Source: an optimization exercise on an open RTL-to-GDS flow (aim: small area, a short achievable clock period and few clock cycles per item). Production flows keep margins and buffers that such runs may drop.
At most, simulation tests tie the RTL to the original design; equivalence was not proved.
Power figures rest on the tool's default switching activity, not on a simulated workload.

==> flow/design.v <==
module irlib2_codec (
  input  wire        clk,
  input  wire        rst,
  input  wire        cmd_valid,
  input  wire [63:0] cmd_word,
  output wire        cmd_ready,
  input  wire [3:0]  rd_addr,
  output wire [31:0] rd_data,
  input  wire        cap_we,
  input  wire [15:0] cap_idx,
  input  wire        cap_level,
  input  wire [15:0] cap_dur,
  output wire        tok_valid,
  output wire        tok_level,
  output wire [15:0] tok_dur,
  input  wire        tok_ready
);
  localparam [15:0] ZERO_MIN = 16'd300;
  localparam [15:0] ZERO_MAX = 16'd500;
  localparam [15:0] ONE_MIN  = 16'd600;
  localparam [15:0] ONE_MAX  = 16'd1000;
  localparam [15:0] HDR_MIN  = 16'd1200;
  localparam [15:0] HDR_MAX  = 16'd2000;
  localparam [7:0] SEED_DEFAULT = 8'hAE;
  localparam [7:0] FIXED_MARKER = 8'hAA;
  localparam [3:0] CK_OFFSET    = 4'hD;
  function [3:0] checksum;
    input [3:0] t;
    input [3:0] w;
    begin
      checksum = CK_OFFSET + t + w;
    end
  endfunction
  wire [3:0] op = cmd_word[63:60];
  wire hi_zero  = (cmd_word[59:40] == 20'd0);
  wire mid_zero = (cmd_word[39:16] == 24'd0);
  wire is_nop     = (op == 4'h0) && hi_zero && mid_zero && (cmd_word[15:0] == 16'd0);
  wire is_enc_tw  = (op == 4'h1) && hi_zero && mid_zero;
  wire is_enc_raw = (op == 4'h2) && hi_zero;
  wire is_dec     = (op == 4'h3) && hi_zero && mid_zero;
  wire is_cksum   = (op == 4'h4) && hi_zero && mid_zero;
  wire is_legal   = is_nop | is_enc_tw | is_enc_raw | is_dec | is_cksum;
  wire is_enc     = is_enc_tw | is_enc_raw;
  wire [3:0] ck_cmd = checksum(cmd_word[11:8], cmd_word[3:0]);
  reg enc_busy;
  irlib2_ready u_ready (
    .cmd_hi   (cmd_word[63:16]),
    .enc_busy (enc_busy),
    .cmd_ready(cmd_ready)
  );
  wire accept_enc = cmd_valid && is_enc && !enc_busy;
  wire accept_dec = cmd_valid && is_dec;
  wire accept_ck  = cmd_valid && is_cksum;
  wire accept_ill = cmd_valid && !is_legal;
  reg [3:0] ck_res;
  reg       cmd_err;
  always @(posedge clk) begin
    if (rst) begin
      ck_res  <= 4'd0;
      cmd_err <= 1'b0;
    end else begin
      if (accept_ck)
        ck_res <= ck_cmd;
      if (accept_ill)
        cmd_err <= 1'b1;
    end
  end
  wire cls0   = (cap_dur >= ZERO_MIN) && (cap_dur <= ZERO_MAX);
  wire cls1   = (cap_dur >= ONE_MIN)  && (cap_dur <= ONE_MAX);
  wire hdr_in = cap_level && (cap_dur >= HDR_MIN) && (cap_dur <= HDR_MAX);
  wire band   = cls0 | cls1;
  wire good_p0 = !cap_level && band;
  wire good_p1 =  cap_level && band;
  wire e0_p0   = !cap_level && !cls0;
  wire e0_p1   =  cap_level && !cls0;
  wire cap_wr = cap_we && (cap_idx[15:6] == 10'd0);
  reg        hdr_ok;
  reg [40:1] c_good;
  reg [40:1] c_e0;
  always @(posedge clk) begin
    if (cap_wr && cap_idx[5:0] == 6'd0)
      hdr_ok <= hdr_in;
  end
  genvar j;
  generate
    for (j = 1; j <= 40; j = j + 1) begin : g_cap
      always @(posedge clk) begin
        if (cap_wr && cap_idx[5:0] == j) begin
          c_good[j] <= ((j - 1) % 2) ? good_p1 : good_p0;
          c_e0[j]   <= ((j - 1) % 2) ? e0_p1   : e0_p0;
        end
      end
    end
  endgenerate
  wire all_good = &c_good;
  wire [4:0] grp_bad;
  wire [2:0] loc_idx [0:4];
  wire [4:0] loc_amb;
  generate
    for (j = 0; j < 5; j = j + 1) begin : g_grp
      wire [7:0] gg = c_good[8*j+8:8*j+1];
      wire [7:0] ge = c_e0[8*j+8:8*j+1];
      assign grp_bad[j] = !(&gg);
      assign loc_idx[j] = !gg[0] ? 3'd0 : !gg[1] ? 3'd1 : !gg[2] ? 3'd2 : !gg[3] ? 3'd3 :
                          !gg[4] ? 3'd4 : !gg[5] ? 3'd5 : !gg[6] ? 3'd6 : 3'd7;
      assign loc_amb[j] = !gg[0] ? ge[0] : !gg[1] ? ge[1] : !gg[2] ? ge[2] : !gg[3] ? ge[3] :
                          !gg[4] ? ge[4] : !gg[5] ? ge[5] : !gg[6] ? ge[6] : ge[7];
    end
  endgenerate
  wire [2:0] f_grp = grp_bad[0] ? 3'd0 : grp_bad[1] ? 3'd1 : grp_bad[2] ? 3'd2 :
                     grp_bad[3] ? 3'd3 : grp_bad[4] ? 3'd4 : 3'd5;
  wire [5:0] f_idx = {f_grp, f_grp == 3'd5 ? 3'd0 : loc_idx[f_grp]};
  wire       f_amb = loc_amb[f_grp];
  wire [15:0] n_field  = cmd_word[15:0];
  wire        n_big    = (n_field[15:6] != 10'd0);
  wire        hdr_fail = !hdr_ok || (!n_big && n_field[5:0] == 6'd0);
  wire [5:0]  m_slots  = n_field[5:0] - 6'd1;
  wire        m_le_f   = !n_big && (m_slots <= f_idx);
  wire        miss     = m_le_f && (m_slots != 6'd40);
  wire [1:0] err_nx   = hdr_fail ? 2'd1 :
                        miss     ? 2'd2 :
                        all_good ? 2'd0 : {1'b1, f_amb};
  wire [5:0] slots_nx = hdr_fail ? 6'd0 :
                        m_le_f   ? m_slots : f_idx;    
  wire [39:0] frame_nx;
  generate
    for (j = 0; j < 40; j = j + 1) begin : g_frame
      assign frame_nx[39 - j] = c_e0[j + 1];
    end
  endgenerate
  wire        ok_nx   = (err_nx == 2'd0);
  wire [7:0]  res_lo  = ok_nx ? frame_nx[7:0] : {err_nx, slots_nx};
  reg        dec_done;
  reg        dec_ok;
  reg [39:0] dec_res;
  always @(posedge clk) begin
    if (rst) begin
      dec_done <= 1'b0;
      dec_ok   <= 1'b0;
    end else if (accept_dec) begin
      dec_done <= 1'b1;
      dec_ok   <= ok_nx;
    end
  end
  always @(posedge clk) begin
    if (accept_dec)
      dec_res <= {frame_nx[39:8], res_lo};
  end
  wire       dec_fail  = dec_done && !dec_ok;
  wire [1:0] err_rd    = dec_fail ? dec_res[7:6] : 2'd0;
  wire [5:0] slots_rd  = dec_ok ? 6'd40 : dec_fail ? dec_res[5:0] : 6'd0;
  wire [39:0] dec_frame = dec_res;
  wire       ckmm    = dec_ok && (dec_frame[3:0] != checksum(dec_frame[19:16], dec_frame[11:8]));
  reg [5:0]  enc_d;
  reg [40:1] enc_fr;
  wire        tw       = (op == 4'h1);
  wire [39:0] frame_in;
  assign frame_in[39:24] = cmd_word[39:24] | ({SEED_DEFAULT, FIXED_MARKER} & {16{tw}});
  assign frame_in[23:16] = cmd_word[23:16] | (cmd_word[15:8] & {8{tw}});
  assign frame_in[15:8]  = tw ? cmd_word[7:0] : cmd_word[15:8];
  assign frame_in[7:4]   = cmd_word[7:4] & {4{!tw}};
  assign frame_in[3:0]   = tw ? ck_cmd : cmd_word[3:0];
  always @(posedge clk) begin
    if (!enc_busy)
      enc_fr <= frame_in;
  end
  always @(posedge clk) begin
    if (rst) begin
      enc_busy <= 1'b0;
    end else if (accept_enc) begin
      enc_busy <= 1'b1;
    end else if (tok_ready && enc_busy && enc_d == 6'd0) begin
      enc_busy <= 1'b0;
    end
  end
  wire [41:0] fr_next = {enc_fr, 2'b00};
  reg         slot_bit;
  always @(posedge clk) begin
    if (!enc_busy) begin
      enc_d <= 6'd41;
    end else if (tok_ready) begin
      enc_d    <= enc_d - 6'd1;
      slot_bit <= fr_next[enc_d];
    end
  end
  wire is_hdr = (enc_d == 6'd41);
  wire is_trl = (enc_d == 6'd0);
  assign tok_valid = enc_busy;
  assign tok_level = enc_d[0];
  assign tok_dur   = is_hdr ? 16'd1600 :
                     is_trl ? 16'd1000 :
                     slot_bit ? 16'd800 : 16'd400;
  wire [31:0] status = {24'd0, cmd_err, ckmm, err_rd, dec_ok, dec_done, 1'b0, enc_busy};
  irlib2_rdmux u_rdmux (
    .rd_addr  (rd_addr),
    .status   (status[7:0]),
    .dec_ok   (dec_ok),
    .dec_frame(dec_frame),
    .slots_rd (slots_rd),
    .ck_res   (ck_res),
    .rd_data  (rd_data)
  );
endmodule
module irlib2_ready (
  input  wire [63:16] cmd_hi,
  input  wire         enc_busy,
  output wire         cmd_ready
);
  wire [3:0] op       = cmd_hi[63:60];
  wire       hi_zero  = (cmd_hi[59:40] == 20'd0);
  wire       mid_zero = (cmd_hi[39:16] == 24'd0);
  wire       is_enc   = hi_zero && ((op == 4'h2) || (op == 4'h1 && mid_zero));
  assign cmd_ready = !(is_enc && enc_busy);
endmodule
module irlib2_rdmux (
  input  wire [3:0]  rd_addr,
  input  wire [7:0]  status,
  input  wire        dec_ok,
  input  wire [39:0] dec_frame,
  input  wire [5:0]  slots_rd,
  input  wire [3:0]  ck_res,
  output reg  [31:0] rd_data
);
  always @(*) begin
    case (rd_addr)
      4'h0:    rd_data = {24'd0, status};
      4'h1:    rd_data = dec_ok ? dec_frame[31:0] : 32'd0;
      4'h2:    rd_data = {24'd0, dec_ok ? dec_frame[39:32] : 8'd0};
      4'h3:    rd_data = {24'd0, 2'b00, dec_ok, 1'b0, dec_ok, 3'b000};
      4'h4:    rd_data = {31'd0, dec_ok};
      4'h5:    rd_data = {26'd0, slots_rd};
      4'h6:    rd_data = {28'd0, ck_res};
      default: rd_data = 32'd0;
    endcase
  end
endmodule
clock: 10.0 ns
lec_check: 0
cap_margin: 20
core_margin: 2
core_utilization: 40
slew_margin: 20
synth_hierarchical: 1
standard.sh (not shown) runs the stock make flow with config.mk's settings and CLKGATE_MAP_FILE= SYNTH_SCRIPT=/design/flow/synth_recipe.tcl, a recipe that flattens the netlist after the stock synthesis.
==> flow/flow/run.sh <==
#!/bin/bash
# Standard ORFS flow (the standard.sh, standard synthesis unchanged) with
# different layout settings: smaller port buffers, a denser core and a larger
# setup margin for timing repair. Each tool's output stays in orfs/logs/.
set -euo pipefail
bash standard.sh \
  BUFFER_PORTS_ARGS="-buffer_cell sky130_fd_sc_hd__buf_1" \
  CORE_UTILIZATION=55 \
  SETUP_SLACK_MARGIN=5.0 \
  CTS_BUF_LIST=sky130_fd_sc_hd__clkbuf_8 \
  finish > standard.log 2>&1
The starting point completed without violations.
Then changed:
--- a/flow/design.v
+++ b/flow/design.v
@@ -145,25 +145,22 @@
   always @(posedge clk) begin
     if (accept_dec)
       dec_res <= {frame_nx[39:8], res_lo};
   end
-  wire       dec_fail  = dec_done && !dec_ok;
-  wire [1:0] err_rd    = dec_fail ? dec_res[7:6] : 2'd0;
-  wire [5:0] slots_rd  = dec_ok ? 6'd40 : dec_fail ? dec_res[5:0] : 6'd0;
+  wire        dec_fail  = dec_done && !dec_ok;
+  wire [1:0]  err_rd    = dec_fail ? dec_res[7:6] : 2'd0;
+  wire [5:0]  slots_rd  = dec_ok ? 6'd40 : dec_fail ? dec_res[5:0] : 6'd0;
   wire [39:0] dec_frame = dec_res;
   wire       ckmm    = dec_ok && (dec_frame[3:0] != checksum(dec_frame[19:16], dec_frame[11:8]));
   reg [5:0]  enc_d;
-  reg [40:1] enc_fr;
-  wire        tw       = (op == 4'h1);
-  wire [39:0] frame_in;
-  assign frame_in[39:24] = cmd_word[39:24] | ({SEED_DEFAULT, FIXED_MARKER} & {16{tw}});
-  assign frame_in[23:16] = cmd_word[23:16] | (cmd_word[15:8] & {8{tw}});
-  assign frame_in[15:8]  = tw ? cmd_word[7:0] : cmd_word[15:8];
-  assign frame_in[7:4]   = cmd_word[7:4] & {4{!tw}};
-  assign frame_in[3:0]   = tw ? ck_cmd : cmd_word[3:0];
-  always @(posedge clk) begin
-    if (!enc_busy)
-      enc_fr <= frame_in;
+  reg [39:0] enc_fr;
+  reg        enc_tw;
+  wire tw = (op == 4'h1);
+  always @(posedge clk) begin
+    if (!enc_busy) begin
+      enc_fr <= {cmd_word[39:20], cmd_word[19:16] | (ck_cmd & {4{tw}}), cmd_word[15:0]};
+      enc_tw <= tw;
+    end
   end
   always @(posedge clk) begin
     if (rst) begin
       enc_busy <= 1'b0;
@@ -172,16 +169,24 @@
     end else if (tok_ready && enc_busy && enc_d == 6'd0) begin
       enc_busy <= 1'b0;
     end
   end
-  wire [41:0] fr_next = {enc_fr, 2'b00};
-  reg         slot_bit;
+  localparam [15:0] TW_TOP = {SEED_DEFAULT, FIXED_MARKER};
+  wire [5:0] nb     = enc_d - 6'd2;
+  wire [5:0] fr_idx = enc_tw ? nb - 6'd8 : nb;
+  wire       fr_bit = enc_fr[fr_idx];
+  wire [5:0] nb_top = nb - 6'd24;
+  wire       tw_bit = (nb >= 6'd24) ? TW_TOP[nb_top[3:0]] :
+                      (nb >= 6'd8)  ? fr_bit :
+                      (nb >= 6'd4)  ? 1'b0 : enc_fr[{4'b0100, nb[1:0]}];
+  wire       nx_bit = enc_tw ? tw_bit : fr_bit;
+  reg        slot_bit;
   always @(posedge clk) begin
     if (!enc_busy) begin
       enc_d <= 6'd41;
     end else if (tok_ready) begin
       enc_d    <= enc_d - 6'd1;
-      slot_bit <= fr_next[enc_d];
+      slot_bit <= nx_bit;
     end
   end
   wire is_hdr = (enc_d == 6'd41);
   wire is_trl = (enc_d == 6'd0);
Outcome:
- The new run completed with no timing, DRC or antenna violations
- final area decreases by 2.5%
- worst hold slack degrades by 0.0072 ns
- critical path depth stays the same
- global-route usage falls by 1.9 points
- total power decreases by 0.84%
- via count goes down by 2.1%
- routed wire length went down by 6.3%
- flip-flop and latch count climbs by 1
- utilization is lower by 1.4 points
- clock skew is about the same
- die area decreases by 0.43%
- area after synthesis fell by 0.44%
- non-clock buffer count falls by 7
- setup slack is better by 0.060 ns
Testbench counts after the change, summed over its fixed seeds: cycles 15,389, frames 410.
Function not checked in the first run of this note: the RTL went through the layout flow alone.

## afterwards: timing with drivers on the ports
No port has a modelled driver above. Below, the same layouts with a new extraction and two added sets of constraints. Step 1 sets driving cells, clkbuf_16 on the clock port and buf_2 on the other inputs (assumed; they add their load-dependent delay and slew). Step 2 times the ports against the registers' clock, not the clock port: input delays grow and output delays shrink by t, the midpoint of the rising clock arrivals with the driver on. Three values: ideal, step 1, step 2; two values: the first two.
run	t, ns	setup WS [ns]	worst setup path at the end	clock arrival spread, ns
the first run	0.496	4.928 / 4.906 / 4.738	input to register	0.017 / 0.017
the second run	0.492	4.989 / 4.961 / 4.764	input to register	0.015 / 0.015
After both steps setup and hold are still met in every run listed. For the second run, which loses most, drivers alone change the setup slack by -0.028 ns; drivers and shift together by -0.225 ns.
